Source: an optimization exercise on an open RTL-to-GDS flow (aim: small area, a short achievable clock period and few clock cycles). Production flows keep margins and buffers that such runs may drop.
Only simulation tests tie the RTL to the original design; equivalence was not proved.
Power figures rest on the tool's default switching activity, not on a simulated workload.

--- config.mk ---
export PLATFORM = sky130hd
export DESIGN_NAME = sbl_scanner
export DESIGN_NICKNAME = sbl_scanner
export VERILOG_FILES = /design/flow/design.v
export SDC_FILE = /design/flow/constraint.sdc
export NUM_CORES = 4
export LEC_CHECK = 0
export CAP_MARGIN = 20
export CORE_MARGIN = 2
export CORE_UTILIZATION = 40
export CTS_CLUSTER_DIAMETER = 60
export CTS_CLUSTER_SIZE = 20
export PLACE_DENSITY = 0.5
export SLEW_MARGIN = 20
--- flow/run.sh ---
#!/bin/bash
# Standard ORFS layout, with repair_timing asked to leave a setup margin so
# that the optimiser keeps working on timing below the 12 ns clock.
set -euo pipefail
bash standard.sh SETUP_SLACK_MARGIN=8.2 finish > standard_flow.log 2>&1
--- standard.sh ---
#!/bin/bash
# synth_recipe.tcl (not shown) runs the flow's synth.tcl, then flattens the netlist and writes it again
# the make line also repeats each setting of config.mk as NAME=value (left out here)
make -C /OpenROAD-flow-scripts/flow DESIGN_CONFIG=/design/flow/config.mk WORK_HOME=/design/flow/orfs CLKGATE_MAP_FILE= SYNTH_SCRIPT=/design/flow/synth_recipe.tcl "${@:-finish}"
--- design.v ---
module sbl_scanner #(
    parameter N_CELLS        = 36,
    parameter FLASH1_PERIOD  = 3,
    parameter FLASH2_PERIOD  = 1,
    parameter HOLD_THRESHOLD = 10,
    parameter SPI_MODE       = 0,
    parameter NB             = (N_CELLS + 7) / 8
) (
    input  wire            clk,
    input  wire            rst,
    input  wire            cmd_valid,
    output wire            cmd_ready,
    input  wire [63:0]     cmd_data,
    output wire            rsp_valid,
    input  wire            rsp_ready,
    output wire [63:0]     rsp_data,
    output wire            xfer_req,
    output wire [NB*8-1:0] xfer_out,
    input  wire            xfer_ack,
    input  wire            xfer_ok,
    input  wire [NB*8-1:0] xfer_in,
    input  wire [7:0]      xfer_reason
);
    localparam N = N_CELLS;
    localparam [3:0] K_DONE = 4'h0, K_SNAP = 4'h1, K_EIDX = 4'h8,
                     K_EXFR = 4'h9, K_EILL = 4'hB;
    reg [2*N-1:0]  st;      
    reg [N-1:0]    lamp;    
    reg [N-1:0]    tgl;     
    reg [N-1:0]    nch;     
    reg [N-1:0]    nho;     
    reg [N-1:0]    hep;     
    reg [N-1:0]    lsp;     
    reg [16*N-1:0] cnt;     
    reg [31:0]     sc;      
    reg [1:0]      sc_m3;   
    reg        rdy_q;       
    reg        vld_q;       
    reg        last_q;      
    reg        req_q;       
    reg        dec_q;       
    reg        get_q;       
    reg        set_q;       
    reg        com_q;       
    reg [63:0] rsp_q;
    reg [7:0]  cb_q;
    reg [15:0] cn_q;
    reg [N-1:0] msk;        
    reg         cdn;        
    reg [N-1:0] oh;         
    reg         any;        
    reg [N-1:0] prs;        
    reg        ok_q;
    reg [6:0]  k_q;
    assign cmd_ready = rdy_q;
    assign rsp_valid = vld_q;
    assign rsp_data  = {rsp_q[63:8], 4'd0, rsp_q[3:0]};
    assign xfer_req  = req_q;
    wire [NB*8-1:0] tx = {{(NB*8-N){1'b0}}, lamp};
    wire [NB*8-1:0] rx_bytes;
    genvar gj, gk;
    generate
        for (gj = 0; gj < NB; gj = gj + 1) begin : g_rev
            for (gk = 0; gk < 8; gk = gk + 1) begin : g_bit
                assign xfer_out[8*gj + 7 - gk] = tx[8*gj + gk];
                assign rx_bytes[8*gj + gk]     = xfer_in[8*gj + 7 - gk];
            end
        end
    endgenerate
    wire [N-1:0] prs_in = ~rx_bytes[N-1:0];
    wire [3:0]  opc     = cmd_data[3:0];
    wire [15:0] c_pos   = cmd_data[31:16];
    wire        rsv_bad = (cmd_data[7:4] != 4'd0) || (cmd_data[63:48] != 16'd0);
    wire        c_set   = !rsv_bad && (opc == 4'h1);
    wire        c_get   = !rsv_bad && (opc == 4'h2) && (cmd_data[15:8] == 8'd0) &&
                          (cmd_data[47:32] == 16'd0);
    wire        c_run   = (cmd_data == 64'h3);
    wire        pos_ok  = (c_pos < N);
    wire        c_sg    = c_set | c_get;
    wire [63:0] simple_w = {32'd0, (c_sg && !pos_ok) ? c_pos : 16'd0, 12'd0,
                            c_sg ? (pos_ok ? K_DONE : K_EIDX) : K_EILL};
    wire [N-1:0] pos_oh;
    genvar gi;
    generate
        for (gi = 0; gi < N; gi = gi + 1) begin : g_pos
            assign pos_oh[gi] = (c_pos == gi);
        end
    endgenerate
    wire f1tog = (sc_m3 == 2'd0);
    wire [N-1:0]    enc;         
    wire [N-1:0]    ge10;        
    wire [N-1:0]    ev_in;       
    wire [N-1:0]    chg_ev, hold_ev, is_down;
    wire [16*N-1:0] sum;         
    wire [N-1:0]    sat;         
    generate
        for (gi = 0; gi < N; gi = gi + 1) begin : g_cell
            wire [1:0]  s = st[2*gi +: 2];
            wire [15:0] c = cnt[16*gi +: 16];
            assign enc[gi] = (s == 2'd0) ? 1'b0 :
                             (s == 2'd1) ? 1'b1 :
                             (s == 2'd2) ? (lamp[gi] ^ f1tog) : ~lamp[gi];
            assign ge10[gi] = (c >= HOLD_THRESHOLD);
            assign ev_in[gi]     = (nch[gi] & (prs_in[gi] ^ lsp[gi])) |
                                   (nho[gi] & prs_in[gi] & ge10[gi]);
            assign chg_ev[gi]    = nch[gi] & (prs[gi] ^ lsp[gi]);
            assign hold_ev[gi]   = nho[gi] & prs[gi] & ge10[gi];
            assign is_down[gi]   = prs[gi] & ~lsp[gi];
            wire       cin = prs[gi];
            wire [3:0] a;
            wire [3:0] k;
            wire [15:0] cy;
            genvar gg, gb;
            for (gg = 0; gg < 4; gg = gg + 1) begin : g_grp
                assign a[gg] = &c[4*gg +: 4];
                if (gg == 0) begin : g_k0
                    assign k[gg] = cin;
                end else begin : g_kn
                    assign k[gg] = k[gg-1] & a[gg-1];
                end
                for (gb = 0; gb < 4; gb = gb + 1) begin : g_b
                    if (gb == 0) begin : g_c0
                        assign cy[4*gg] = k[gg];
                    end else begin : g_cn
                        assign cy[4*gg+gb] = cy[4*gg+gb-1] & c[4*gg+gb-1];
                    end
                end
            end
            assign sum[16*gi +: 16] = c ^ cy;
            assign sat[gi] = k[3] & a[3];
        end
    endgenerate
    wire [N-1:0] both = oh & chg_ev & hold_ev;
    wire         stay = (|both) & ~cdn;
    wire [N-1:0] pend = req_q ? ev_in : ((chg_ev | hold_ev) & ~msk & ~oh);
    reg  [N-1:0] below;
    integer i, b;
    always @(*) begin
        below[0] = 1'b0;
        for (i = 1; i < N; i = i + 1)
            below[i] = below[i-1] | pend[i-1];
    end
    wire [N-1:0] oh_n  = pend & ~below;
    wire         any_n = |pend;
    reg [15:0] s_cnt;
    reg [1:0]  s_st;
    reg        s_prs, s_sat, s_lamp, s_tgl, s_nch, s_nho, s_hep, s_lsp, s_chg;
    reg [5:0]  s_pos;
    always @(*) begin
        s_cnt = 16'd0; s_prs = 1'b0; s_sat = 1'b0; s_st = 2'd0; s_lamp = 1'b0; s_tgl = 1'b0; s_nch = 1'b0;
        s_nho = 1'b0; s_hep = 1'b0; s_lsp = 1'b0; s_chg = 1'b0; s_pos = 6'd0;
        for (i = 0; i < N; i = i + 1) begin
            s_cnt  = s_cnt  | ({16{oh[i]}} & sum[16*i +: 16]);
            s_prs  = s_prs  | (oh[i] & prs[i]);
            s_sat  = s_sat  | (oh[i] & sat[i]);
            s_st   = s_st   | ({2{oh[i]}} & st[2*i +: 2]);
            s_lamp = s_lamp | (oh[i] & lamp[i]);
            s_tgl  = s_tgl  | (oh[i] & tgl[i]);
            s_nch  = s_nch  | (oh[i] & nch[i]);
            s_nho  = s_nho  | (oh[i] & nho[i]);
            s_hep  = s_hep  | (oh[i] & hep[i]);
            s_lsp  = s_lsp  | (oh[i] & lsp[i]);
            s_chg  = s_chg  | (oh[i] & chg_ev[i]);
            s_pos  = s_pos  | ({6{oh[i]}} & i[5:0]);
        end
    end
    wire        w_hep  = get_q ? s_hep : ~(s_chg & ~cdn);
    wire [15:0] w_cnt  = (s_cnt | {16{s_sat}}) & {16{s_prs | get_q}};
    wire [63:0] snap_w = {16'd0, w_cnt, 10'd0, s_pos,
                          s_lsp, w_hep, s_nho, s_nch, s_tgl, s_lamp, s_st, 4'd0, K_SNAP};
    wire [63:0] done_w = {sc, 9'd0, k_q, 12'd0, K_DONE};
    wire [63:0] dec_w  = (any | get_q) ? snap_w : done_w;
    wire        dec_last = get_q | !ok_q | !any;
    wire ld     = !vld_q | rsp_ready;
    wire dec_ld = (dec_q & ld) | get_q;
    wire take   = vld_q & rsp_ready;
    wire accept = rdy_q & cmd_valid;
    wire [7:0]  wcb = rst ? 8'd0  : cb_q;
    wire [15:0] wcn = rst ? 16'd0 : cn_q;
    always @(posedge clk) begin
        for (i = 0; i < N; i = i + 1) begin
            if (rst || (set_q && oh[i])) begin
                st[2*i +: 2]    <= wcb[1:0];
                tgl[i]          <= wcb[3];
                nch[i]          <= wcb[4];
                nho[i]          <= wcb[5];
                hep[i]          <= wcb[6];
                lsp[i]          <= wcb[7];
                cnt[16*i +: 16] <= wcn;
            end else if (com_q) begin
                if (!(prs[i] && sat[i]))
                    cnt[16*i +: 16] <= sum[16*i +: 16] & {16{prs[i]}};
                hep[i] <= hold_ev[i] ? 1'b1 : (chg_ev[i] ? 1'b0 : hep[i]);
                if (tgl[i] && is_down[i])
                    st[2*i +: 2] <= (st[2*i +: 2] == 2'd0) ? 2'd1 : 2'd0;
                lsp[i] <= prs[i];
            end
        end
    end
    always @(posedge clk) begin
        if (rdy_q) begin
            prs   <= {N{1'b0}};
            rsp_q <= simple_w;
            cb_q  <= cmd_data[15:8];
            cn_q  <= cmd_data[47:32];
            oh    <= pos_oh;
        end else if (req_q) begin
            prs   <= prs_in;
            ok_q  <= xfer_ok;
            rsp_q <= {48'd0, xfer_reason, 4'd0, K_EXFR};
            msk   <= {N{1'b0}};
            cdn   <= 1'b0;
            oh    <= oh_n;
            any   <= any_n;
            k_q   <= 7'd0;
        end else if (dec_ld) begin
            if (!dec_q || ok_q)
                rsp_q <= dec_w;
            if (dec_q && ok_q && any) begin
                if (stay) begin
                    cdn <= 1'b1;
                end else begin
                    cdn <= 1'b0;
                    msk <= msk | oh;
                    oh  <= oh_n;
                    any <= any_n;
                end
                k_q <= k_q + 7'd1;
            end
        end
        if (rst) begin
            lamp  <= {N{1'b0}};
            sc    <= 32'd0;
            sc_m3 <= 2'd0;
            rdy_q <= 1'b1;
            vld_q <= 1'b0;
            last_q <= 1'b0;
            req_q <= 1'b0;
            dec_q <= 1'b0;
            get_q <= 1'b0;
            set_q <= 1'b0;
            com_q <= 1'b0;
        end else begin
            if (accept && c_run)
                lamp <= enc;
            if (com_q) begin
                sc    <= sc + 32'd1;
                sc_m3 <= (&sc || sc_m3 == 2'd2) ? 2'd0 : sc_m3 + 2'd1;
            end
            set_q <= 1'b0;
            get_q <= 1'b0;
            com_q <= 1'b0;
            if (take) begin
                vld_q <= 1'b0;
                if (last_q) begin
                    last_q <= 1'b0;
                    rdy_q  <= 1'b1;
                end
            end
            if (accept) begin
                rdy_q <= 1'b0;
                if (c_run) begin
                    req_q <= 1'b1;
                end else if (c_get && pos_ok) begin
                    get_q <= 1'b1;
                end else begin
                    vld_q  <= 1'b1;
                    last_q <= 1'b1;
                    set_q  <= c_set && pos_ok;
                end
            end
            if (req_q && xfer_ack) begin
                req_q <= 1'b0;
                dec_q <= 1'b1;
            end
            if (dec_ld) begin
                vld_q  <= 1'b1;
                last_q <= dec_last;
                if (dec_q && dec_last) begin
                    dec_q <= 1'b0;
                    com_q <= ok_q;
                end
            end
        end
    end
endmodule
--- constraint.sdc ---
create_clock -name core_clock -period 12.0 [get_ports {clk}]
set_input_delay 2.4000 -clock core_clock [delete_from_list [all_inputs] [get_ports {clk}]]
set_output_delay 2.4000 -clock core_clock [all_outputs]
set_load 0.01 [all_outputs]
==> run notes, run 1 <==
- Delay of the slowest cell on the worst path: between 500 and 600 ps
- DRT Wirelength: about 420 mm
- Placed Area: 0.0704 mm²
- Critical path capture point type: flop
- Number of buffers created by CTS: 134
- Slew at the pin with the worst max-slew slack: around 1300 ps
- Cts-stage hold buffer count: 0
- Peak clock frequency supported by timing: between 0.2 and 0.25 GHz
- Via count of the first global-routing pass: around 56000
- Area occupied by multi-input gates: 0.0336 mm²
- Cell with the largest stage delay on the worst path: sky130_fd_sc_hd__or4_4
- Number of warnings printed during yosys synthesis: 1
- Post-synth design cell area: 0.0646 mm²
- Fraction of synthesis flops using an asynchronous set or reset pin: 0%
- Mean instance size in the synthesized netlist: between 10 and 15 µm²
- Hold WC Path Type: reg -> reg
- Setup crit start kind: input pin
- Cell class contributing the biggest share of worst-path delay: simple AND/OR/NAND/NOR gates
- Max-slew violation count: 0
- Outcome: complete, no violations
- Biggest area contributors in the synthesized netlist: sky130_fd_sc_hd__edfxtp_1, sky130_fd_sc_hd__ha_1, sky130_fd_sc_hd__a22o_1
- Pin count of the biggest net entering global routing: 151
- IR Drop Worst-Case VDD: roughly 0.15 mV
- Average routed wire per standard cell: just under 50 µm
- Boundary Pins: between 200 and 250
- Switching power: 3.11 mW
- Pwr dens: about 130 mW/mm²
- Top flip-flop cell by instance count after synthesis: sky130_fd_sc_hd__edfxtp_1
- Sequential cell area: approximately 0.032 mm²
- Layout Nets: about 7000
- Clock Pin Slew Worst Setup and Hold Paths: roughly 70 ps
- Setup TNS after final layout: 0 ps
- Clock network latency to the later pin of the worst-skew pair: around 800 ps
- Clock group share of total power: a little over two fifths
- Final setup skew: around 45 ps
- CTS Buffer Depth: 3
- Die Footprint: approximately 0.16 mm²
- Post-synth cell types: 86
- Seq/Total Area, Yosys: around half
- Count of max-cap constraint violations: 0
- Clock tree from TritonCTS: built
- Fraction of post-synthesis cell area in the top cell type by area: approximately 44%
- Combinational power share: around an eighth
- Type of the worst setup path: in -> reg
- Library cell used as clock root buffer: sky130_fd_sc_hd__clkbuf_16
- Horizontal extent of the die: 406 µm
- Count of final setup violators: 0
- Yosys reg bits: between 1000 and 1500
- Number of antenna violations at the first check in global routing: slightly above 50
- P&R area growth vs syn: 22.6%
- Top cell by count, worst path: sky130_fd_sc_hd__buf_6
- Cells along the critical path: buf_6 -> or4_4 -> nor4_4 -> buf_6 -> nor4b_4 -> buf_4 -> buf_6 -> nand4_4 -> buf_12 -> buf_8 -> buf_16 -> nor2_4 -> nor2_2 -> a311oi_1
- Placer congestion estimate: 1.12
- Die boundary height: just over 400 µm
- Standard-cell rows: around 150
- Worst slew margin: between 10% and 20%
- Hpwl dp: just over 300 mm
- Library cell with the largest summed area after synthesis: sky130_fd_sc_hd__edfxtp_1
- Global-route usage over all layers: 49.2%
- Effective utilization at floorplan: between 40% and 50%
- Sequential share of power: 43.6%
- Post-route cell area: roughly 0.079 mm²
- H-tree depth: 4
- Share of post-route cells with drive strength above 1: 19.0%
- Count of vias placed by the detailed router: roughly 63000
- Internal power consumption: slightly above 7 mW
- Grt total ovfl: 0
- Detail-routed via count per cell: about 7.3
- Maximum fanout encountered on the critical timing path: 5
- Data arrival at the endpoint of the critical path: roughly 5000 ps
- Filler Cells Inserted: 14800
- Number of DRC violations after detailed routing: 0
- Total number of clock tree sinks: between 1000 and 1500
- Area of the placeable core: ~0.16 mm²
- Switching fraction of total power: 30.5%
- Required arrival time at the worst endpoint: roughly 13000 ps
- Number of flops mapped to enable cells by yosys: roughly 950
- Final period utilization: between 30% and 40%
- Number of port buffers: ~210
- Post-layout minimum cycle time: around 4200 ps
- Static leakage power: between 20 and 30 nW
- ANT nets after route: 0
- Post-synthesis cell count: 6028
- Setup repair after global routing missed its margin: true
- Drt pass-1 iters: 6
- Count of final hold-check violations: 0
- Wire length of the first global-routing pass: roughly 530 mm
- DRC violation total after the first TritonRoute iteration: 11100
- Sum of buffers and inverters on the critical path: 7
==> worst reg2reg max path: cells and delay by family (launching register included) <==
| family | cells | cell delay [ps] |
|---|---|---|
| buffers and inverters | 1 | 270 |
| DFF | 1 | 310 |
| adders and majority gates | 2 | 570 |
| AOI/OAI and AO/OA | 3 | 1040 |
| and+or+nand+nor | 4 | 1820 |
==> path summary, 6_finish.rpt <==
kind,slack (ps),end,from,depth (start not counted)
worst max-delay path,7780,lamp[34],cmd_data[24],14
worst min-delay path,450,rsp_q[53],rsp_q[53],2
worst max register to register,7820,rsp_q[37],prs[18],10
worst min register to register,450,rsp_q[53],rsp_q[53],2
==> state kept, by name, indices dropped and copies added (netlist names), 2 cells and up <==
name   flops
cnt      576
oh        36
prs       36
sc_m3      2
tgl       36
st        72
nch       36
sc        32
cn_q      16
hep       36
rsp_q     59
k_q        7
lsp       36
msk       36
lamp      36
cb_q       7
nho       36
==> placed cells by master (no fill, tap or decap), types with 26 or more instances in the layout <==
| master | count |
|---|---|
| sky130_fd_sc_hd__dfxtp_1 | 95 |
| sky130_fd_sc_hd__clkdlybuf4s50_1 | 53 |
| sky130_fd_sc_hd__dlygate4sd2_1 | 26 |
| sky130_fd_sc_hd__nor2_4 | 52 |
| sky130_fd_sc_hd__dfxtp_4 | 42 |
| sky130_fd_sc_hd__ha_1 | 507 |
| sky130_fd_sc_hd__and2_4 | 30 |
| sky130_fd_sc_hd__nor4_1 | 134 |
| sky130_fd_sc_hd__nand2_1 | 402 |
| sky130_fd_sc_hd__nor2b_1 | 32 |
| sky130_fd_sc_hd__a22o_1 | 511 |
| sky130_fd_sc_hd__a32oi_4 | 35 |
| sky130_fd_sc_hd__xnor2_1 | 161 |
| sky130_fd_sc_hd__edfxtp_1 | 952 |
| sky130_fd_sc_hd__inv_1 | 191 |
| sky130_fd_sc_hd__and2_1 | 66 |
| sky130_fd_sc_hd__and4_1 | 38 |
| sky130_fd_sc_hd__nor3_1 | 91 |
| sky130_fd_sc_hd__buf_2 | 61 |
| sky130_fd_sc_hd__buf_6 | 36 |
| sky130_fd_sc_hd__nand2b_1 | 29 |
| sky130_fd_sc_hd__a211oi_1 | 32 |
| sky130_fd_sc_hd__nor4_4 | 32 |
| sky130_fd_sc_hd__xor2_1 | 36 |
| sky130_fd_sc_hd__nand4_1 | 185 |
| sky130_fd_sc_hd__o22ai_1 | 257 |
| sky130_fd_sc_hd__o21ai_0 | 159 |
| sky130_fd_sc_hd__nand3_1 | 165 |
| sky130_fd_sc_hd__a22oi_1 | 118 |
| sky130_fd_sc_hd__mux2i_1 | 39 |
| sky130_fd_sc_hd__buf_12 | 40 |
| sky130_fd_sc_hd__a21oi_1 | 191 |
| sky130_fd_sc_hd__a221oi_1 | 115 |
| sky130_fd_sc_hd__nor2_1 | 386 |
| sky130_fd_sc_hd__clkbuf_16 | 143 |
| sky130_fd_sc_hd__buf_4 | 297 |
==> synthesized netlist by cell type (all sizes together), types with 12 or more instances <==
| master | instances |
|---|---|
| nor3 | 97 |
| or3 | 14 |
| xnor2 | 177 |
| and2 | 96 |
| o221ai | 20 |
| and4 | 38 |
| clkbuf | 350 |
| a221oi | 128 |
| o32ai | 16 |
| nand2 | 412 |
| a32oi | 35 |
| nor2b | 48 |
| nor3b | 15 |
| a31oi | 12 |
| mux2i | 39 |
| and3 | 22 |
| nand2b | 37 |
| o21ba | 17 |
| a22oi | 125 |
| a21oi | 204 |
| a22o | 512 |
| a211oi | 34 |
| nand3 | 175 |
| a311oi | 44 |
| nand4 | 186 |
| ha | 508 |
| inv | 199 |
| a2bb2oi | 13 |
| o22ai | 269 |
| o21ai | 175 |
| xor2 | 36 |
| buf | 76 |
| dfxtp | 154 |
| nor2 | 454 |
| a41oi | 22 |
| or4 | 23 |
| nor4 | 185 |
| edfxtp | 952 |
==> metrics by stage <==
stage	worst slack [ps]	utilization (%)	cells	hold slack (ps)	total power [mW]
detailed placement	5850	43.9	8138	446	5.68
floorplan	7590	-	6036	441	4.95
finish	7780	49.3	8628	453	10.2
global placement	5860	43.9	8136	441	5.68
global route	7680	49.3	8608	471	10.3
CTS	7820	48.8	8570	457	10.1
==> cell type report <==
class | count | share of cell area (%)
Antenna cell | 21 | 0.0664
Clock buffer | 147 | 4.50
Clock inverter | 99 | 1.36
Inverter | 200 | 0.960
Multi-Input combinational cell | 4306 | 42.4
Sequential cell | 1106 | 40.3
Tap cell | 2160 | 3.42
Timing Repair Buffer | 589 | 7.01
==> logic make-up (layout without fill, tap and decap cells) <==
kind of cell             after synthesis  in the layout  synth area share (%)
other                                  1             30               0.00581
AO/OA/AOI/OAI                       1700           1700                  19.5
buffers and inverters                626           1035                  3.73
XOR/XNOR                             213            213                  2.89
multiplexers                          41             41                 0.640
adder cells (fa/ha/maj)              508            508                  9.85
flip-flops                          1106           1106                  49.1
AND/OR/NAND/NOR                     1833           1835                  14.3
==> routing by layer <==
metal  wire length [µm]  global-route usage [%]  up-vias
met5                313                   0.773        -
met4              44700                    42.1       24
met3              60600                    20.7     1371
met2             162000                    65.9     5350
met1             149000                    60.3    31400
li1                   -                       -    24500
==> timing repair <==
item,CTS,global route
endpoints found under the setup margin,1592,378
cloned,15,4
gates resized for setup,808,169
setup buffers,171,31
pin swaps,134,85
==> power groups by stage <==
stage | sequential (mW) | combinational, mW | clock [mW]
5_1_grt | 4.46 | 1.28 | 4.57
3_5_place_dp | 4.54 | 1.14 | 0
3_3_place_gp | 4.54 | 1.14 | 0
6_report | 4.46 | 1.32 | 4.44
2_1_floorplan | 4.47 | 0.478 | 0
4_1_cts | 4.44 | 1.21 | 4.42
Testbench counts, summed over its fixed seeds: cycles 23,175.
==> run 2, diff against run 1 <==
--- a/design.v
+++ b/design.v
@@ -28,2 +28,3 @@
     reg [N-1:0]    lamp;    
+    reg [N-1:0]    tx_q;    
     reg [N-1:0]    tgl;     
@@ -58,3 +59,3 @@
     assign xfer_req  = req_q;
-    wire [NB*8-1:0] tx = {{(NB*8-N){1'b0}}, lamp};
+    wire [NB*8-1:0] tx = {{(NB*8-N){1'b0}}, tx_q};
     wire [NB*8-1:0] rx_bytes;
@@ -108,3 +109,3 @@
             assign is_down[gi]   = prs[gi] & ~lsp[gi];
-            wire       cin = prs[gi];
+            wire       cin = 1'b1;
             wire [3:0] a;
@@ -146,11 +147,10 @@
     reg [1:0]  s_st;
-    reg        s_prs, s_sat, s_lamp, s_tgl, s_nch, s_nho, s_hep, s_lsp, s_chg;
+    reg        s_prs, s_lamp, s_tgl, s_nch, s_nho, s_hep, s_lsp, s_chg;
     reg [5:0]  s_pos;
     always @(*) begin
-        s_cnt = 16'd0; s_prs = 1'b0; s_sat = 1'b0; s_st = 2'd0; s_lamp = 1'b0; s_tgl = 1'b0; s_nch = 1'b0;
+        s_cnt = 16'd0; s_prs = 1'b0; s_st = 2'd0; s_lamp = 1'b0; s_tgl = 1'b0; s_nch = 1'b0;
         s_nho = 1'b0; s_hep = 1'b0; s_lsp = 1'b0; s_chg = 1'b0; s_pos = 6'd0;
         for (i = 0; i < N; i = i + 1) begin
-            s_cnt  = s_cnt  | ({16{oh[i]}} & sum[16*i +: 16]);
+            s_cnt  = s_cnt  | ({16{oh[i]}} & cnt[16*i +: 16]);
             s_prs  = s_prs  | (oh[i] & prs[i]);
-            s_sat  = s_sat  | (oh[i] & sat[i]);
             s_st   = s_st   | ({2{oh[i]}} & st[2*i +: 2]);
@@ -167,3 +167,4 @@
     wire        w_hep  = get_q ? s_hep : ~(s_chg & ~cdn);
-    wire [15:0] w_cnt  = (s_cnt | {16{s_sat}}) & {16{s_prs | get_q}};
+    wire [15:0] s_inc  = (&s_cnt) ? s_cnt : s_cnt + 16'd1;
+    wire [15:0] w_cnt  = get_q ? s_cnt : (s_inc & {16{s_prs}});
     wire [63:0] snap_w = {16'd0, w_cnt, 10'd0, s_pos,
@@ -201,3 +202,3 @@
         if (rdy_q) begin
-            prs   <= {N{1'b0}};
+            tx_q  <= enc;
             rsp_q <= simple_w;
@@ -231,2 +232,4 @@
         if (rst) begin
+            rsp_q <= 64'd0;
+            tx_q  <= {N{1'b0}};
             lamp  <= {N{1'b0}};
@@ -243,4 +246,4 @@
         end else begin
-            if (accept && c_run)
-                lamp <= enc;
+            if (req_q)
+                lamp <= tx_q;
             if (com_q) begin
--- a/config.mk
+++ b/config.mk
@@ -10,4 +10,2 @@
 export CORE_UTILIZATION = 40
-export CTS_CLUSTER_DIAMETER = 60
-export CTS_CLUSTER_SIZE = 20
 export PLACE_DENSITY = 0.5
==> run 2 against run 1 <==
  * First-iteration DRC count down 9.5%
  * Cell area down 2.8%
  * Clock power is 4% lower
  * Clock skew shrank 16 ps
  * Synthesized cell count fell by 2.6%
  * Worst setup slack gained 240 ps
  * Clock-buffer cell count up 45
  * Core utilization down 1.3 points
  * Non-clock buffer count down 68
  * Via count is 4.9% lower
  * Critical path depth shrank 1
  * Sequential cell count is 36 higher
==> run notes, run 2 <==
- Outcome: complete, no violations (unchanged)
- Clock Pin Slew Worst Setup and Hold Paths: 60 ps (was 70 ps)
- Placed Area: 0.0698 mm² (was 0.0704 mm²)
- Cts-stage hold buffer count: 0 (unchanged)
- Most frequent standard cell in the layout excluding fill and tap cells: sky130_fd_sc_hd__edfxtp_1 (unchanged)
- Average routed wire per standard cell: 44.0 µm (was 48.3 µm)
- Data arrival at the endpoint of the critical path: 4490 ps (was 4900 ps)
- DRT Wirelength: 370 mm (was 417 mm)
- Number of antenna violations at the first check in global routing: 42 (was 51)
- Clock tree from TritonCTS: built (unchanged)
- Hpwl dp: 270 mm (was 308 mm)
- Cells along the critical path: nor4_1 -> a41oi_1 -> buf_4 -> nand4_1 -> o41ai_4 -> nor4_4 -> and4_4 -> a31oi_4 -> and2_4 -> nor2b_4 -> buf_12 -> buf_8 -> buf_16 (was buf_6 -> or4_4 -> nor4_4 -> buf_6 -> nor4b_4 -> buf_4 -> buf_6 -> nand4_4 -> buf_12 -> buf_8 -> buf_16 -> nor2_4 -> nor2_2 -> a311oi_1)
- Final cell count without fillers: 8407 (was 8628)
- Placer congestion estimate: 1.08 (was 1.12)
- Slew at the pin with the worst max-slew slack: 1220 ps (was 1260 ps)
- Max-slew violation count: 0 (unchanged)
- Setup crit start kind: flop (was input pin)
- Setup TNS after final layout: 0 ps (unchanged)
- IR Drop Worst-Case VDD: 0.157 mV (was 0.154 mV)
- Area occupied by multi-input gates: 0.0316 mm² (was 0.0336 mm²)
- Setup repair after global routing missed its margin: true (unchanged)
- Library cell with the largest summed area after synthesis: sky130_fd_sc_hd__edfxtp_1 (unchanged)
- Launching instance or port of the critical path: cnt[68] (was cmd_data[24])
- Biggest area contributors in the synthesized netlist: sky130_fd_sc_hd__edfxtp_1, sky130_fd_sc_hd__ha_1, sky130_fd_sc_hd__a22o_1 (unchanged)
- Wire length of the first global-routing pass: 485 mm (was 533 mm)
- Post-synth design cell area: 0.0643 mm² (was 0.0646 mm²)
- Largest register FFs: 576 (unchanged)
- Regs by FF count: cnt (576), st (72), rsp_q (59) (unchanged)
- Cell with the largest stage delay on the worst path: sky130_fd_sc_hd__nand4_1 (was sky130_fd_sc_hd__or4_4)
- Synth top cells by count: sky130_fd_sc_hd__edfxtp_1, sky130_fd_sc_hd__a22o_1, sky130_fd_sc_hd__ha_1 (unchanged)
- Worst slew margin: 18.6% (was 16.1%)
- Clock network latency to the later pin of the worst-skew pair: 820 ps (was 800 ps)
- Final setup skew: 29.0 ps (was 45.4 ps)
- Yosys reg bits: 1142 (was 1106)
- Worst reg2reg path startpoint: cnt[68] (was prs[18])
- Number of warnings printed during yosys synthesis: 1 (unchanged)
- Fraction of post-synthesis cell area in the top cell type by area: 45.2% (was 44.3%)
- H-tree depth: 4 (unchanged)
- Fraction of synthesis flops using an asynchronous set or reset pin: 0% (unchanged)
- Count of final setup violators: 0 (unchanged)
- Global-route usage over all layers: 44.0% (was 49.2%)
- ANT nets after route: 0 (unchanged)
- Post-layout minimum cycle time: 3980 ps (was 4220 ps)
- Standard-cell rows: 147 (unchanged)
- Die Footprint: 0.164 mm² (was 0.165 mm²)
- Critical path capture point type: flop (unchanged)
- Hold WC Path Type: reg -> reg (unchanged)
- Count of vias placed by the detailed router: 59600 (was 62700)
- Required arrival time at the worst endpoint: 12520 ps (was 12690 ps)
- Leading cell types in the layout, fill and taps excluded: sky130_fd_sc_hd__edfxtp_1, sky130_fd_sc_hd__a22o_1, sky130_fd_sc_hd__ha_1, sky130_fd_sc_hd__nand2_1, sky130_fd_sc_hd__nor2_1 (unchanged)
- Number of port buffers: 211 (unchanged)
- Pwr dens: 135 mW/mm² (was 129 mW/mm²)
- Filler Cells Inserted: 14900 (was 14800)
- P&R area growth vs syn: 19.5% (was 22.6%)
- Post-synth cell types: 91 (was 86)
- Area of the placeable core: 0.160 mm² (about the same)
- Mean instance size in the synthesized netlist: 11.0 µm² (was 10.7 µm²)
- Peak clock frequency supported by timing: 0.252 GHz (was 0.237 GHz)
- Most flop-heavy register: cnt (unchanged)
- CTS Buffer Depth: 3 (unchanged)
- Pin count of the biggest net entering global routing: 89 (was 151)
- Total number of clock tree sinks: 1142 (was 1106)
- Number of DRC violations after detailed routing: 0 (unchanged)
- Number of buffers created by CTS: 141 (was 134)
- Number of flops mapped to enable cells by yosys: 969 (was 952)
- Share of post-route cells with drive strength above 1: 16.4% (was 19.0%)
- Count of final hold-check violations: 0 (unchanged)
- Seq/Total Area, Yosys: 50.6% (was 49.1%)
- Type of the worst setup path: reg -> reg (was in -> reg)
- Boundary Pins: 225 (unchanged)
- Top flip-flop cell by instance count after synthesis: sky130_fd_sc_hd__edfxtp_1 (unchanged)
- Library cell used as clock root buffer: sky130_fd_sc_hd__clkbuf_16 (unchanged)
- Layout Nets: 6679 (was 6963)
- Horizontal extent of the die: 405 µm (was 406 µm)
- Count of placed standard cells including taps: 7962 (was 8138)
- Count of max-cap constraint violations: 0 (unchanged)
- Delay of the slowest cell on the worst path: 630 ps (was 540 ps)
- Die boundary height: 405 µm (was 406 µm)
- Leading cell type by number of instances after synthesis: sky130_fd_sc_hd__edfxtp_1 (unchanged)
- Drt pass-1 iters: 17 (was 6)
- Post-route cell area: 0.0769 mm² (was 0.0791 mm²)
- Via count of the first global-routing pass: 54700 (was 55600)
- Worst hold start: rsp_q[53] (unchanged)
- Maximum fanout encountered on the critical timing path: 5 (unchanged)
- Sequential cell area: 0.0327 mm² (was 0.0318 mm²)
- Final design utilization: 48.0% (was 49.3%)
- Static leakage power: 29.0 nW (was 29.6 nW)
- Post-synthesis cell count: 5873 (was 6028)
- Final period utilization: 33.1% (was 35.2%)
- DRC violation total after the first TritonRoute iteration: 10100 (was 11100)
- Effective utilization at floorplan: 40.2% (about the same)
- Detail-routed via count per cell: 7.09 (was 7.27)
- Grt total ovfl: 0 (unchanged)
## run 2: worst paths after layout
path	depth (start not counted)	slack [ps]	to
hold reg to reg	2	450	rsp_q[53]
hold / removal	2	450	rsp_q[53]
setup / recovery	13	8020	msk[17]
setup reg to reg	13	8020	msk[17]
## run 2: power breakdown
part           internal (mW)  switching, mW
clock network           2.38           1.88
registers               4.49          0.326
logic                  0.389          0.940
## run 2: routing by layer
layer	vias up	global-route usage, %	part of all wire, %
met2	4473	60.8	40
met1	30300	57.3	38
met5	-	0.565	0.12
met4	36	24.0	6.8
met3	999	19.0	15
li1	23800	-	-
## run 2: critical path: cells and delay by family, from the launching register on
kind | cells | cell delay [ps]
AOI/OAI and AO/OA | 3 | 530
DFF | 1 | 430
and+or+nand+nor | 6 | 2100
buffers and inverters | 4 | 610
## run 2: kinds of logic after synthesis
group / count (synthesis) / synth area share [%]
compound gates: 1716 / 19.9
xor+xnor: 219 / 2.98
fa+ha+maj: 437 / 8.50
buf+inv: 630 / 3.99
flops: 1142 / 50.6
mux: 41 / 0.640
other cells: 1 / 0.00583
simple gates: 1687 / 13.4
## run 2: layout make-up
class	count	area share [%]
sequential	1142	42.5
inverter	209	1.03
multi-input combinational	4109	41.1
timing repair buffer	521	6.15
antenna	12	0.0391
clock buffer	192	5.08
tap	2160	3.52
clock inverter	62	0.653
## run 2: per-stage QoR
stage | hold slack [ps] | power (mW) | setup slack (ps)
6_report | 448 | 10.4 | 8020
3_3_place_gp | 440 | 6.05 | 6310
3_5_place_dp | 444 | 6.05 | 6280
2_1_floorplan | 433 | 5.31 | 7770
5_1_grt | 467 | 10.6 | 8110
4_1_cts | 452 | 10.3 | 8130
## run 2: timing repair
action | in CTS | in global routing
setup buffers | 131 | 38
resized for setup | 649 | 146
setup endpoints to repair | 808 | 258
pin swaps | 84 | 78
gates cloned | 7 | 3
Testbench counts of run 2, summed over its fixed seeds: cycles 23,175.
==> run 3, diff against run 2 <==
--- a/config.mk
+++ b/config.mk
@@ -10,2 +10,3 @@
 export CORE_UTILIZATION = 40
+export CTS_BUF_LIST = sky130_fd_sc_hd__clkbuf_8
 export PLACE_DENSITY = 0.5
==> run 3 against run 2 <==
  * Core utilization shrank 0.28 points
  * Cell area shrank 0.57%
  * Clock skew grew 20 ps
  * Via count grew 0.72%
  * Sequential share of layout area grew 0.35 points
  * Fmax shrank 1.3%
  * Largest cell class unchanged
==> run notes, run 3 <==
- Final setup skew: 49.0 ps (was 29.0 ps)
- Most frequent standard cell in the layout excluding fill and tap cells: sky130_fd_sc_hd__edfxtp_1 (unchanged)
- Total length of routed met2 wires: 148 mm (was 149 mm)
- Number of DRC violations after detailed routing: 0 (unchanged)
- Setup crit start kind: flop (unchanged)
- Yosys reg bits: 1142 (unchanged)
- Area of the placeable core: 0.160 mm² (unchanged)
- Number of buffers created by CTS: 209 (was 141)
- Cell count of the worst reg-to-reg path: 11 (was 13)
- Hpwl dp: 270 mm (unchanged)
- Grt total ovfl: 0 (unchanged)
- Library cell used as clock root buffer: sky130_fd_sc_hd__clkbuf_8 (was sky130_fd_sc_hd__clkbuf_16)
- Slew at the pin with the worst max-slew slack: 1170 ps (was 1220 ps)
- Most flop-heavy register: cnt (unchanged)
- CTS Buffer Depth: 3 (unchanged)
- Number of warnings printed during yosys synthesis: 1 (unchanged)
- Clock network latency to the later pin of the worst-skew pair: 1010 ps (was 820 ps)
- Seq/Total Area, Yosys: 50.6% (unchanged)
- Average routed wire per standard cell: 43.4 µm (was 44.0 µm)
- Mean instance size in the synthesized netlist: 11.0 µm² (unchanged)
- Drt pass-1 iters: 6 (was 17)
- Internal power consumption: 6.73 mW (was 7.26 mW)
- Total number of clock tree sinks: 1142 (unchanged)
- Clock tree from TritonCTS: built (unchanged)
- Reg-to-reg endpoint: rsp_q[33] (was msk[17])
- Post-synth design cell area: 0.0643 mm² (unchanged)
- Setup TNS after final layout: 0 ps (unchanged)
- Die boundary height: 405 µm (unchanged)
- Final cell count without fillers: 8519 (was 8407)
- Combinational family with the most area after synthesis: compound AO/OA/AOI/OAI gates (unchanged)
- Count of vias placed by the detailed router: 60100 (was 59600)
- Wire length of the first global-routing pass: 484 mm (was 485 mm)
- Share of post-route cells with drive strength above 1: 17.2% (was 16.4%)
- Number of cells on the worst hold path: 2 (unchanged)
- Setup repair after global routing missed its margin: true (unchanged)
- Layout Nets: 6723 (was 6679)
- Switching fraction of total power: 31.8% (was 30.2%)
- Clock Pin Slew Worst Setup and Hold Paths: 60 ps (about the same)
- Placed Area: 0.0698 mm² (unchanged)
- Adder and majority cell fraction of the synthesized area: 8.50% (unchanged)
- Count of placed standard cells including taps: 7962 (unchanged)
- Final design utilization: 47.7% (was 48.0%)
- Post-synthesis simple-gate area fraction: 13.4% (unchanged)
- Effective utilization at floorplan: 40.2% (unchanged)
- Hold WC Path Type: reg -> reg (unchanged)
- Synth top cells by count: sky130_fd_sc_hd__edfxtp_1, sky130_fd_sc_hd__a22o_1, sky130_fd_sc_hd__ha_1 (unchanged)
- ANT nets after route: 0 (unchanged)
- Combinational power share: 13.6% (was 12.8%)
- Library cell with the largest summed area after synthesis: sky130_fd_sc_hd__edfxtp_1 (unchanged)
- Placer congestion estimate: 1.08 (unchanged)
- Power after layout: 9.86 mW (was 10.4 mW)
- Post-synth cell types: 91 (unchanged)
- Largest register FFs: 576 (unchanged)
- Number of port buffers: 211 (unchanged)
- Detail-routed via count per cell: 7.05 (was 7.09)
- Type of the worst setup path: reg -> reg (unchanged)
- Die Footprint: 0.164 mm² (unchanged)
- Maximum fanout encountered on the critical timing path: 29 (was 5)
- Regs by FF count: cnt (576), st (72), rsp_q (59) (unchanged)
- Mux share of post-synthesis cell area: 0.640% (unchanged)
- Number of flops mapped to enable cells by yosys: 969 (unchanged)
- Horizontal extent of the die: 405 µm (unchanged)
- Setup slack of the most critical reg-to-reg path: 7970 ps (was 8020 ps)
- Biggest area contributors in the synthesized netlist: sky130_fd_sc_hd__edfxtp_1, sky130_fd_sc_hd__ha_1, sky130_fd_sc_hd__a22o_1 (unchanged)
- H-tree depth: 4 (unchanged)
- Leading cell type by number of instances after synthesis: sky130_fd_sc_hd__edfxtp_1 (unchanged)
- Max-slew violation count: 0 (unchanged)
- Post-layout minimum cycle time: 4030 ps (was 3980 ps)
- Top flip-flop cell by instance count after synthesis: sky130_fd_sc_hd__edfxtp_1 (unchanged)
- Sequential share of power: 48.9% (was 46.3%)
- Pin count of the biggest net entering global routing: 89 (unchanged)
- Data arrival at the endpoint of the critical path: 4900 ps (was 4490 ps)
- Count of final setup violators: 0 (unchanged)
- Number of antenna violations at the first check in global routing: 31 (was 42)
- Count of max-cap constraint violations: 0 (unchanged)
- Critical path capture point type: flop (unchanged)
- Switching power: 3.13 mW (was 3.14 mW)
- Final period utilization: 33.6% (was 33.1%)
- Global-route usage over all layers: 43.9% (was 44.0%)
- IR Drop Worst-Case VDD: 0.123 mV (was 0.157 mV)
- Worst hold start: rsp_q[53] (unchanged)
- Peak clock frequency supported by timing: 0.248 GHz (was 0.252 GHz)
- Worst slew margin: 21.7% (was 18.6%)
- Standard-cell rows: 147 (unchanged)
- Clock group share of total power: 37.5% (was 40.9%)
- Wire length on met3: 56.0 mm (was 54.1 mm)
- Xor-xnor portion of the synthesized cell area: 2.98% (unchanged)
- DRC violation total after the first TritonRoute iteration: 10000 (was 10100)
- Boundary Pins: 225 (unchanged)
- Hold worst-path end: rsp_q[53] (unchanged)
- Count of final hold-check violations: 0 (unchanged)
- Post-route cell area: 0.0764 mm² (was 0.0769 mm²)
- Detailed-route wire length on metal 1: 140 mm (was 141 mm)
- Required arrival time at the worst endpoint: 12870 ps (was 12520 ps)
- Filler Cells Inserted: 15000 (was 14900)
- DRT Wirelength: 370 mm (about the same)
- Outcome: complete, no violations (unchanged)
- Fraction of post-synthesis cell area in the top cell type by area: 45.2% (unchanged)
- Cts-stage hold buffer count: 0 (unchanged)
- Static leakage power: 29.0 nW (about the same)
- Via count of the first global-routing pass: 55100 (was 54700)
- P&R area growth vs syn: 18.8% (was 19.5%)
- Post-synthesis cell count: 5873 (unchanged)
- Worst reg2reg path startpoint: oh[12] (was cnt[68])
- Leading cell types in the layout, fill and taps excluded: sky130_fd_sc_hd__edfxtp_1, sky130_fd_sc_hd__a22o_1, sky130_fd_sc_hd__ha_1, sky130_fd_sc_hd__nand2_1, sky130_fd_sc_hd__nor2_1 (unchanged)
- Fraction of synthesis flops using an asynchronous set or reset pin: 0% (unchanged)
- Uppermost layer routed: met5 (unchanged)
- Pwr dens: 129 mW/mm² (was 135 mW/mm²)
- Compound-Gate Fraction of Synth Area: 19.9% (unchanged)
[run 3: timing repair]
| action | 4_1_cts | 5_1_grt |
|---|---|---|
| gates cloned | 2 | 7 |
| endpoints found under the setup margin | 620 | 344 |
| gates resized for setup | 739 | 119 |
| hold endpoints to repair | 0 | 0 |
| buffers inserted | 111 | 35 |
| pin swaps | 38 | 58 |
[run 3: worst max-delay path by stage]
| stage | slack [ps] | cells after the start | to | startpoint |
|---|---|---|---|---|
| after floorplan | 7770 | 6 | any | rsp_ready |
| after global placement | 6310 | 10 | oh[29] | xfer_in[2] |
| after detailed placement | 6280 | 10 | oh[29] | xfer_in[2] |
| after CTS | 8010 | 1 | cmd_ready | rdy_q |
| after global routing | 7970 | 12 | msk[31] | cnt[77] |
| final | 7970 | 11 | rsp_q[33] | oh[12] |
[run 3: power groups by stage]
stage	clock network [mW]	registers, mW	logic [mW]
3_5_place_dp	0	4.88	1.18
4_1_cts	3.72	4.79	1.24
2_1_floorplan	0	4.69	0.619
5_1_grt	3.88	4.81	1.35
6_report	3.70	4.82	1.34
3_3_place_gp	0	4.87	1.18
[run 3: cell type report]
class | instances | area [µm²] | share of cell area [%]
inverters | 209 | 790 | 1.03
clock inverters | 157 | 778 | 1.02
multi-input cells | 4109 | 31400 | 41.1
well taps | 2160 | 2700 | 3.54
clock buffers | 229 | 3150 | 4.12
flip-flops and latches | 1142 | 32700 | 42.8
diodes | 16 | 40.0 | 0.0524
repair buffers | 497 | 4830 | 6.31
[run 3: per-layer routing]
metal	track usage, %	vias up
met1	56.6	30500
met5	0	-
li1	-	23900
met2	60.5	4624
met3	19.7	972
met4	24.9	12
[run 3: cell families (layout without fill, tap and decap cells)]
family                   after synthesis  count (layout)
AND/OR/NAND/NOR                     1687            1687
multiplexers                          41              41
AO/OA/AOI/OAI                       1716            1716
XOR/XNOR                             219             219
other                                  1              25
buffers and inverters                630            1092
adder cells (fa/ha/maj)              437             437
flip-flops                          1142            1142
[run 3: worst max-delay path: stages, from the launching register on]
cell and delay [ps]:
sky130_fd_sc_hd__edfxtp_1 550, sky130_fd_sc_hd__buf_6 290, sky130_fd_sc_hd__a22o_1 310, sky130_fd_sc_hd__a221oi_1 790
sky130_fd_sc_hd__nand4_1 250, sky130_fd_sc_hd__or3_4 550, sky130_fd_sc_hd__nand4_1 230, sky130_fd_sc_hd__nor3_4 110
sky130_fd_sc_hd__buf_4 160, sky130_fd_sc_hd__a21oi_1 170, sky130_fd_sc_hd__mux2i_1 290, sky130_fd_sc_hd__o22ai_1 120
[run 3: stage by stage]
stage                     setup slack, ps  hold slack [ps]
final                                7970              454
after global routing                 7970              473
after CTS                            8010              457
after detailed placement             6280              444
after global placement               6310              440
after floorplan                      7770              433
==> run 4, diff against run 3 <==
--- a/design.v
+++ b/design.v
@@ -45,2 +45,3 @@
     reg        com_q;       
+    reg        rst_q;       
     reg [63:0] rsp_q;
@@ -178,7 +179,7 @@
     wire accept = rdy_q & cmd_valid;
-    wire [7:0]  wcb = rst ? 8'd0  : cb_q;
-    wire [15:0] wcn = rst ? 16'd0 : cn_q;
+    wire [7:0]  wcb = rst_q ? 8'd0  : cb_q;
+    wire [15:0] wcn = rst_q ? 16'd0 : cn_q;
     always @(posedge clk) begin
         for (i = 0; i < N; i = i + 1) begin
-            if (rst || (set_q && oh[i])) begin
+            if (rst_q || (set_q && oh[i])) begin
                 st[2*i +: 2]    <= wcb[1:0];
@@ -231,3 +232,4 @@
         end
-        if (rst) begin
+        rst_q <= rst;
+        if (rst_q) begin
             rsp_q <= 64'd0;
@@ -237,3 +239,12 @@
             sc_m3 <= 2'd0;
-            rdy_q <= 1'b1;
+        end else begin
+            if (req_q)
+                lamp <= tx_q;
+            if (com_q) begin
+                sc    <= sc + 32'd1;
+                sc_m3 <= (&sc || sc_m3 == 2'd2) ? 2'd0 : sc_m3 + 2'd1;
+            end
+        end
+        if (rst) begin
+            rdy_q <= 1'b0;
             vld_q <= 1'b0;
@@ -245,9 +256,5 @@
             com_q <= 1'b0;
+        end else if (rst_q) begin
+            rdy_q <= 1'b1;
         end else begin
-            if (req_q)
-                lamp <= tx_q;
-            if (com_q) begin
-                sc    <= sc + 32'd1;
-                sc_m3 <= (&sc || sc_m3 == 2'd2) ? 2'd0 : sc_m3 + 2'd1;
-            end
             set_q <= 1'b0;
--- a/config.mk
+++ b/config.mk
@@ -10,3 +10,2 @@
 export CORE_UTILIZATION = 40
-export CTS_BUF_LIST = sky130_fd_sc_hd__clkbuf_8
 export PLACE_DENSITY = 0.5
==> run 4 against run 3 <==
  * Sequential power is essentially flat
  * Total power grew 1.7%
  * Via count is essentially flat
  * Still clean
  * Largest power group unchanged
  * Worst setup slack gained 52 ps
  * Fmax grew 1.3%
==> run notes, run 4 <==
- Boundary Pins: 225 (unchanged)
- Standard-cell rows: 146 (was 147)
- Clock network latency to the later pin of the worst-skew pair: 810 ps (was 1010 ps)
- P&R area growth vs syn: 18.1% (was 18.8%)
- DRC violation total after the first TritonRoute iteration: 10500 (was 10000)
- Reg-to-reg endpoint: rsp_q[36] (was rsp_q[33])
- Setup repair after global routing missed its margin: true (unchanged)
- Power after layout: 10.0 mW (was 9.86 mW)
- Hpwl dp: 266 mm (was 270 mm)
- Count of final setup violators: 0 (unchanged)
- Post-synthesis simple-gate area fraction: 13.2% (was 13.4%)
- Mux share of post-synthesis cell area: 0.692% (was 0.640%)
- Number of antenna violations at the first check in global routing: 42 (was 31)
- Critical path capture point type: flop (unchanged)
- Final cell count without fillers: 8338 (was 8519)
- Clock Pin Slew Worst Setup and Hold Paths: 60 ps (about the same)
- Hold WC Path Type: reg -> reg (unchanged)
- Number of DRC violations after detailed routing: 0 (unchanged)
- Switching fraction of total power: 28.5% (was 31.8%)
- Yosys reg bits: 1143 (was 1142)
- Pin count of the biggest net entering global routing: 82 (was 89)
- Effective utilization at floorplan: 40.4% (was 40.2%)
- Setup TNS after final layout: 0 ps (unchanged)
- Count of final hold-check violations: 0 (unchanged)
- Clock tree from TritonCTS: built (unchanged)
- Combinational power share: 10.0% (was 13.6%)
- Pwr dens: 133 mW/mm² (was 129 mW/mm²)
- Mean instance size in the synthesized netlist: 10.9 µm² (was 11.0 µm²)
- Combinational family with the most area after synthesis: compound AO/OA/AOI/OAI gates (unchanged)
- Worst Hold Margin: 448 ps (was 454 ps)
- Grt total ovfl: 0 (unchanged)
- Slew at the pin with the worst max-slew slack: 1160 ps (was 1170 ps)
- Most flop-heavy register: cnt (unchanged)
- Static leakage power: 28.7 nW (was 29.0 nW)
- Sequential share of power: 47.9% (was 48.9%)
- Maximum fanout encountered on the critical timing path: 2 (was 29)
- Leading cell types in the layout, fill and taps excluded: sky130_fd_sc_hd__edfxtp_1, sky130_fd_sc_hd__a22o_1, sky130_fd_sc_hd__ha_1, sky130_fd_sc_hd__nor2_1, sky130_fd_sc_hd__nand2_1 (was sky130_fd_sc_hd__edfxtp_1, sky130_fd_sc_hd__a22o_1, sky130_fd_sc_hd__ha_1, sky130_fd_sc_hd__nand2_1, sky130_fd_sc_hd__nor2_1)
- Adder and majority cell fraction of the synthesized area: 8.54% (was 8.50%)
- Worst reg2reg path startpoint: oh[28] (was oh[12])
- Post-synth design cell area: 0.0640 mm² (was 0.0643 mm²)
- Number of cells on the worst hold path: 2 (unchanged)
- Share of post-route cells with drive strength above 1: 14.6% (was 17.2%)
- Count of placed standard cells including taps: 7917 (was 7962)
- Cts-stage hold buffer count: 0 (unchanged)
- Final period utilization: 33.1% (was 33.6%)
- Area of the placeable core: 0.159 mm² (was 0.160 mm²)
- DRT Wirelength: 360 mm (was 370 mm)
- Synth top cells by count: sky130_fd_sc_hd__edfxtp_1, sky130_fd_sc_hd__a22o_1, sky130_fd_sc_hd__ha_1 (unchanged)
- Setup slack of the most critical reg-to-reg path: 8030 ps (was 7970 ps)
- Number of warnings printed during yosys synthesis: 1 (unchanged)
- Internal power consumption: 7.16 mW (was 6.73 mW)
- Final setup skew: 27.7 ps (was 49.0 ps)
- Leading cell type by number of instances after synthesis: sky130_fd_sc_hd__edfxtp_1 (unchanged)
- Post-synth cell types: 79 (was 91)
- Layout Nets: 6695 (was 6723)
- Hold worst-path end: rsp_q[60] (was rsp_q[53])
- Count of vias placed by the detailed router: 60100 (about the same)
- Outcome: complete, no violations (unchanged)
- Detail-routed via count per cell: 7.20 (was 7.05)
- Die boundary height: 404 µm (was 405 µm)
- Post-layout minimum cycle time: 3980 ps (was 4030 ps)
- Filler Cells Inserted: 14900 (was 15000)
- Data arrival at the endpoint of the critical path: 4620 ps (was 4900 ps)
- Worst slew margin: 22.4% (was 21.7%)
- Library cell with the largest summed area after synthesis: sky130_fd_sc_hd__edfxtp_1 (unchanged)
- Xor-xnor portion of the synthesized cell area: 3.00% (was 2.98%)
- Seq/Total Area, Yosys: 50.9% (was 50.6%)
- Most frequent standard cell in the layout excluding fill and tap cells: sky130_fd_sc_hd__edfxtp_1 (unchanged)
- Library cell used as clock root buffer: sky130_fd_sc_hd__clkbuf_16 (was sky130_fd_sc_hd__clkbuf_8)
- Type of the worst setup path: in -> reg (was reg -> reg)
- Fraction of synthesis flops using an asynchronous set or reset pin: 0% (unchanged)
- Number of flops mapped to enable cells by yosys: 969 (unchanged)
- Worst hold start: rsp_q[60] (was rsp_q[53])
- Drt pass-1 iters: 8 (was 6)
- Clock group share of total power: 42.1% (was 37.5%)
- Count of max-cap constraint violations: 0 (unchanged)
- ANT nets after route: 0 (unchanged)
- Fin worst setup slack: 8020 ps (was 7970 ps)
- Regs by FF count: cnt (576), st (72), rsp_q (59) (unchanged)
- Setup crit start kind: input pin (was flop)
- Required arrival time at the worst endpoint: 12650 ps (was 12870 ps)
- Switching power: 2.86 mW (was 3.13 mW)
- Via count of the first global-routing pass: 54400 (was 55100)
- Wire length of the first global-routing pass: 473 mm (was 484 mm)
- Global-route usage over all layers: 42.7% (was 43.9%)
- IR Drop Worst-Case VDD: 0.155 mV (was 0.123 mV)
- Number of buffers created by CTS: 140 (was 209)
- Top flip-flop cell by instance count after synthesis: sky130_fd_sc_hd__edfxtp_1 (unchanged)
- Max-slew violation count: 0 (unchanged)
- Peak clock frequency supported by timing: 0.251 GHz (was 0.248 GHz)
- Cell count of the worst reg-to-reg path: 13 (was 11)
- Placer congestion estimate: 1.11 (was 1.08)
- Biggest area contributors in the synthesized netlist: sky130_fd_sc_hd__edfxtp_1, sky130_fd_sc_hd__ha_1, sky130_fd_sc_hd__a22o_1 (unchanged)
- Setup WS pre-CTS: 6380 ps (was 6280 ps)
- Compound-Gate Fraction of Synth Area: 20.0% (was 19.9%)
- Number of port buffers: 211 (unchanged)
- Largest register FFs: 576 (unchanged)
- Horizontal extent of the die: 404 µm (was 405 µm)
- Average routed wire per standard cell: 43.2 µm (was 43.4 µm)
- CTS Buffer Depth: 3 (unchanged)
- Die Footprint: 0.163 mm² (was 0.164 mm²)
- Post-synthesis cell count: 5867 (was 5873)
- Total number of clock tree sinks: 1143 (was 1142)
- Fraction of post-synthesis cell area in the top cell type by area: 45.5% (was 45.2%)
- H-tree depth: 4 (unchanged)
[run 4: power groups by stage]
| stage | clock, mW | sequential [mW] | combinational, mW |
|---|---|---|---|
| after floorplan | 0 | 4.68 | 0.454 |
| after global placement | 0 | 4.86 | 0.882 |
| after detailed placement | 0 | 4.86 | 0.886 |
| after CTS | 4.24 | 4.77 | 0.924 |
| after global routing | 4.38 | 4.79 | 1.01 |
| final | 4.22 | 4.80 | 0.998 |
[run 4: final cells by class]
type | instances | area (µm²) | share of cell area (%)
Timing Repair Buffer | 540 | 4640 | 6.13
Inverter | 193 | 732 | 0.968
Multi-Input combinational cell | 4122 | 30600 | 40.4
Clock buffer | 187 | 3860 | 5.11
Tap cell | 2072 | 2590 | 3.43
Sequential cell | 1143 | 32700 | 43.2
Antenna cell | 19 | 47.5 | 0.0629
Clock inverter | 62 | 519 | 0.687
[run 4: cells by family after synthesis]
logic type | Yosys count
muxes | 44
adders and majority gates | 437
and+or+nand+nor | 1682
buffers and inverters | 611
other | 1
DFF | 1143
xor gates and xnor gates | 219
AOI/OAI and AO/OA | 1730
[run 4: worst max path at each step]
stage                     cells past startpoint  slack (ps)   startpoint  endpoint
after global routing                         10        7970  xfer_in[17]    oh[33]
after detailed placement                      9        6380  xfer_in[15]    oh[29]
after CTS                                     2        8110        req_q  xfer_req
after global placement                        9        6380  xfer_in[15]    oh[29]
final                                        10        8020  xfer_in[16]    oh[33]
after floorplan                               9        7610  xfer_in[30]    oh[33]
[run 4: worst max-delay path, cell delays in order]
cell and delay [ps]:
sky130_fd_sc_hd__buf_12 120, sky130_fd_sc_hd__xnor2_2 120, sky130_fd_sc_hd__a32o_2 280, sky130_fd_sc_hd__a21oi_4 180, sky130_fd_sc_hd__nand3_2 140, sky130_fd_sc_hd__nor4_4 330, sky130_fd_sc_hd__nand2_1 100, sky130_fd_sc_hd__or3_4 400
sky130_fd_sc_hd__or4b_1 460, sky130_fd_sc_hd__o21ai_1 80
[run 4: per-stage QoR]
step | instance area, µm² | utilization, %
detailed placement | 68900 | 43.5
CTS | 74900 | 47.2
global placement | 68900 | 43.5
floorplan | 64300 | -
global route | 75600 | 47.7
finish | 75600 | 47.7
[run 4: per-layer routing]
metal / share of wire [%] / track usage [%]
met1: 38 / 55.6
met2: 40 / 59.2
met3: 15 / 18.7
met4: 6.8 / 23.0
met5: 0.099 / 0
[run 4: repair_timing]
| action | in CTS | in global routing |
|---|---|---|
| resized for setup | 646 | 164 |
| pin swaps | 71 | 62 |
| setup endpoints to repair | 306 | 222 |
| hold endpoints to repair | 0 | 0 |
| buffers inserted | 96 | 53 |
| gates cloned | 3 | 1 |
Testbench counts of run 4, summed over its fixed seeds: cycles 23,183.
==> run 5, diff against run 4 <==
--- a/config.mk
+++ b/config.mk
@@ -9,4 +9,4 @@
 export CORE_MARGIN = 2
-export CORE_UTILIZATION = 40
-export PLACE_DENSITY = 0.5
+export CORE_UTILIZATION = 50
+export PLACE_DENSITY = 0.62
 export SLEW_MARGIN = 20
==> run 5 against run 4 <==
  * Core utilization grew 11 points
  * Area after synthesis is the same
  * Synthesized cell count is the same
  * Worst setup slack lost 62 ps
  * Clock power shrank 4%
  * Non-clock buffer count grew 17
  * Cell area shrank 0.45%
  * Sequential cell count is the same
  * Via count grew 1.9%
  * Clock skew grew 2.6 ps
  * Routed wire length shrank 3.2%
  * Largest power group unchanged
==> run notes, run 5 <==
- Fraction of synthesis flops using an asynchronous set or reset pin: 0% (unchanged)
- Number of flops mapped to enable cells by yosys: 969 (unchanged)
- Placer congestion estimate: 1.11 (about the same)
- Power after layout: 9.85 mW (was 10.0 mW)
- P&R area growth vs syn: 17.6% (was 18.1%)
- Setup crit start kind: flop (was input pin)
- Number of antenna violations at the first check in global routing: 35 (was 42)
- Boundary Pins: 225 (unchanged)
- H-tree depth: 4 (unchanged)
- Most flop-heavy register: cnt (unchanged)
- Final setup skew: 30.3 ps (was 27.7 ps)
- Static leakage power: 28.6 nW (was 28.7 nW)
- Largest register FFs: 576 (unchanged)
- Peak clock frequency supported by timing: 0.248 GHz (was 0.251 GHz)
- Hpwl dp: 258 mm (was 266 mm)
- Drt pass-1 iters: 9 (was 8)
- Effective utilization at floorplan: 50.3% (was 40.4%)
- Final design utilization: 59.1% (was 47.7%)
- Yosys reg bits: 1143 (unchanged)
- Count of vias placed by the detailed router: 61200 (was 60100)
- Count of final hold-check violations: 0 (unchanged)
- Via count of the first global-routing pass: 55500 (was 54400)
- Cts-stage hold buffer count: 0 (unchanged)
- Standard-cell rows: 131 (was 146)
- Count of final setup violators: 0 (unchanged)
- Pwr dens: 131 mW/mm² (was 133 mW/mm²)
- Mean instance size in the synthesized netlist: 10.9 µm² (unchanged)
- Seq/Total Area, Yosys: 50.9% (unchanged)
- Number of buffers created by CTS: 135 (was 140)
- Number of warnings printed during yosys synthesis: 1 (unchanged)
- Biggest area contributors in the synthesized netlist: sky130_fd_sc_hd__edfxtp_1, sky130_fd_sc_hd__ha_1, sky130_fd_sc_hd__a22o_1 (unchanged)
- Number of port buffers: 211 (unchanged)
- Setup repair after global routing missed its margin: true (unchanged)
- Die boundary height: 362 µm (was 404 µm)
- Setup TNS after final layout: 0 ps (unchanged)
- CTS Buffer Depth: 3 (unchanged)
- Max-slew violation count: 0 (unchanged)
- Worst Hold Margin: 443 ps (was 448 ps)
- Leading cell type by number of instances after synthesis: sky130_fd_sc_hd__edfxtp_1 (unchanged)
- Synth top cells by count: sky130_fd_sc_hd__edfxtp_1, sky130_fd_sc_hd__a22o_1, sky130_fd_sc_hd__ha_1 (unchanged)
- Pin count of the biggest net entering global routing: 79 (was 82)
- Hold WC Path Type: reg -> reg (unchanged)
- Final period utilization: 33.7% (was 33.1%)
- Most frequent standard cell in the layout excluding fill and tap cells: sky130_fd_sc_hd__edfxtp_1 (unchanged)
- Post-synth cell types: 79 (unchanged)
- Grt total ovfl: 0 (unchanged)
- Clock Pin Slew Worst Setup and Hold Paths: 60 ps (about the same)
- Outcome: complete, no violations (unchanged)
- Post-layout minimum cycle time: 4040 ps (was 3980 ps)
- Leading cell types in the layout, fill and taps excluded: sky130_fd_sc_hd__edfxtp_1, sky130_fd_sc_hd__a22o_1, sky130_fd_sc_hd__ha_1, sky130_fd_sc_hd__nor2_1, sky130_fd_sc_hd__nand2_1 (unchanged)
- Post-synthesis cell count: 5867 (unchanged)
- Layout Nets: 6707 (was 6695)
- Cells along the critical path: buf_6 -> a221oi_1 -> nand4_1 -> or3_1 -> nand4_1 -> o41a_1 -> nand4_1 -> xor2_1 -> o22ai_1 (was buf_12 -> xnor2_2 -> a32o_2 -> a21oi_4 -> nand3_2 -> nor4_4 -> nand2_1 -> or3_4 -> or4b_1 -> o21ai_1)
- Critical path capture point type: flop (unchanged)
- Regs by FF count: cnt (576), st (72), rsp_q (59) (unchanged)
- Data arrival at the endpoint of the critical path: 4690 ps (was 4620 ps)
- Number of DRC violations after detailed routing: 0 (unchanged)
- Slew at the pin with the worst max-slew slack: 1260 ps (was 1160 ps)
- ANT nets after route: 0 (unchanged)
- Post-synth design cell area: 0.0640 mm² (unchanged)
- Cell with the largest stage delay on the worst path: sky130_fd_sc_hd__a221oi_1 (was sky130_fd_sc_hd__or4b_1)
- Area occupied by multi-input gates: 0.0307 mm² (was 0.0306 mm²)
- Detail-routed via count per cell: 7.70 (was 7.20)
- Wire length of the first global-routing pass: 461 mm (was 473 mm)
- Maximum fanout encountered on the critical timing path: 28 (was 2)
- Share of post-route cells with drive strength above 1: 14.3% (was 14.6%)
- Worst slew margin: 15.9% (was 22.4%)
- Library cell with the largest summed area after synthesis: sky130_fd_sc_hd__edfxtp_1 (unchanged)
- Global-route usage over all layers: 51.7% (was 42.7%)
- Top flip-flop cell by instance count after synthesis: sky130_fd_sc_hd__edfxtp_1 (unchanged)
- Placed Area: 0.0684 mm² (was 0.0689 mm²)
- Die Footprint: 0.131 mm² (was 0.163 mm²)
- Delay of the slowest cell on the worst path: 870 ps (was 460 ps)
- Count of max-cap constraint violations: 0 (unchanged)
- Top cell by count, worst path: sky130_fd_sc_hd__nand4_1
- Post-route cell area: 0.0753 mm² (was 0.0756 mm²)
- IR Drop Worst-Case VDD: 0.154 mV (was 0.155 mV)
- Fraction of post-synthesis cell area in the top cell type by area: 45.5% (unchanged)
- Filler Cells Inserted: 10600 (was 14900)
- Clock network latency to the later pin of the worst-skew pair: 810 ps (about the same)
- Total number of clock tree sinks: 1143 (unchanged)
- Required arrival time at the worst endpoint: 12650 ps (about the same)
- Sequential cell area: 0.0326 mm² (was 0.0327 mm²)
- DRC violation total after the first TritonRoute iteration: 11600 (was 10500)
- Average routed wire per standard cell: 43.9 µm (was 43.2 µm)
- Library cell used as clock root buffer: sky130_fd_sc_hd__clkbuf_16 (unchanged)
- Horizontal extent of the die: 362 µm (was 404 µm)
- DRT Wirelength: 349 mm (was 360 mm)
- Area of the placeable core: 0.127 mm² (was 0.159 mm²)
- Type of the worst setup path: reg -> reg (was in -> reg)
- Clock tree from TritonCTS: built (unchanged)
[run 5: changes by cell type in the layout (fill, tap and decap cells not counted), moves of 8 or more]
cell / delta
sky130_fd_sc_hd__buf_2: -14
sky130_fd_sc_hd__clkdlybuf4s50_1: +8
sky130_fd_sc_hd__buf_6: +17
sky130_fd_sc_hd__dfxtp_1: +12
sky130_fd_sc_hd__clkbuf_2: -14
sky130_fd_sc_hd__dfxtp_2: -11
sky130_fd_sc_hd__dlygate4sd2_1: +10
sky130_fd_sc_hd__clkdlybuf4s15_1: +24
[run 5: cell type report]
| class | instances | share of cell area, % |
|---|---|---|
| flip-flops and latches | 1143 | 43.3 |
| multi-input cells | 4122 | 40.8 |
| repair buffers | 557 | 6.47 |
| clock buffers | 177 | 4.81 |
| well taps | 1662 | 2.76 |
| inverters | 193 | 0.979 |
| clock inverters | 66 | 0.726 |
| diodes | 26 | 0.0864 |
[run 5: cell families after synthesis]
kind of cell / share of synthesized area, %
AO/OA/AOI/OAI: 20.0
AND/OR/NAND/NOR: 13.2
flip-flops: 50.9
buffers and inverters: 3.66
adder cells (fa/ha/maj): 8.54
XOR/XNOR: 3.00
multiplexers: 0.692
other: 0.00586
[run 5: metal layers]
metal,GRT usage [%],vias to the layer above,routed length (µm)
li1,-,23900,-
met1,64.0,30200,122000
met2,69.5,5870,136000
met3,27.5,1231,62600
met4,33.3,14,28700
met5,0.0370,-,293
[run 5: critical path: cells and delay by family (launching register included)]
kind | cells | cell delay, ps
buffers and inverters | 1 | 290
flip-flops | 1 | 570
XOR/XNOR | 1 | 260
AO/OA/AOI/OAI | 3 | 1330
AND/OR/NAND/NOR | 4 | 1340
[run 5: final timing paths]
path | endpoint | slack (ps) | depth (start not counted) | start
worst max-delay path | rsp_q[43] | 7960 | 9 | oh[7]
worst min-delay path | rsp_q[57] | 440 | 2 | rsp_q[57]
worst max register to register | rsp_q[43] | 7960 | 9 | oh[7]
worst min register to register | rsp_q[57] | 440 | 2 | rsp_q[57]
[run 5: repair_timing]
item | 4_1_cts | 5_1_grt
setup buffers | 113 | 60
endpoints found under the setup margin | 310 | 266
gates cloned | 2 | 0
pin swaps | 78 | 81
resized for setup | 552 | 189
[run 5: metrics by stage]
stage               worst slack, ps  instances
global placement               6440       7501
CTS                            8080       7860
finish                         7960       7946
global route                   7970       7923
detailed placement             6440       7502
floorplan                      7610       5875
[run 5: where the power goes]
part | internal [mW] | total (mW) | switching [mW]
Combinational | 0.307 | 1.01 | 0.701
Clock | 2.23 | 4.05 | 1.81
Sequential | 4.48 | 4.80 | 0.315

[separate check: timing with driven ports]
Ports are ideal in the flow. The routed layouts listed here were re-timed in OpenROAD. Step 1: set_driving_cell puts a clkbuf_16 on clk and a buf_2 on each other input, an assumption about the parent block. Step 2 times the ports against the registers' clock, not the clock port: input delays grow and output delays shrink by t, the midpoint of the rising clock arrivals with the driver on. Slacks: ideal ports / drivers / drivers and shift; pairs: ideal ports / drivers.
| run | shift t [ns] | setup slack, ns | hold WS [ns] | latest minus earliest clock arrival (ns) | slew at the worst register clock pin (ns) |
|---|---|---|---|---|---|
| run 1 | 0.871 | 7.782 / 7.824 / 6.964 | 0.453 / 0.453 / 0.453 | 0.046 / 0.045 | 0.08 / 0.08 |
| run 2 | 0.888 | 8.024 / 8.024 / 7.303 | 0.448 / 0.448 / 0.448 | 0.029 / 0.030 | 0.07 / 0.07 |
| run 3 | 1.082 | 7.972 / 7.972 / 7.122 | 0.454 / 0.454 / 0.454 | 0.049 / 0.049 | 0.07 / 0.07 |
| run 4 | 0.877 | 8.024 / 8.029 / 7.179 | 0.448 / 0.448 / 0.448 | 0.028 / 0.027 | 0.06 / 0.06 |
| run 5 | 0.877 | 7.962 / 7.962 / 7.188 | 0.443 / 0.443 / 0.443 | 0.036 / 0.036 | 0.07 / 0.07 |
After both steps every run listed still meets setup and hold. For run 3, which loses most, drivers alone change the setup slack by 0.000 ns; drivers and shift together by -0.850 ns.
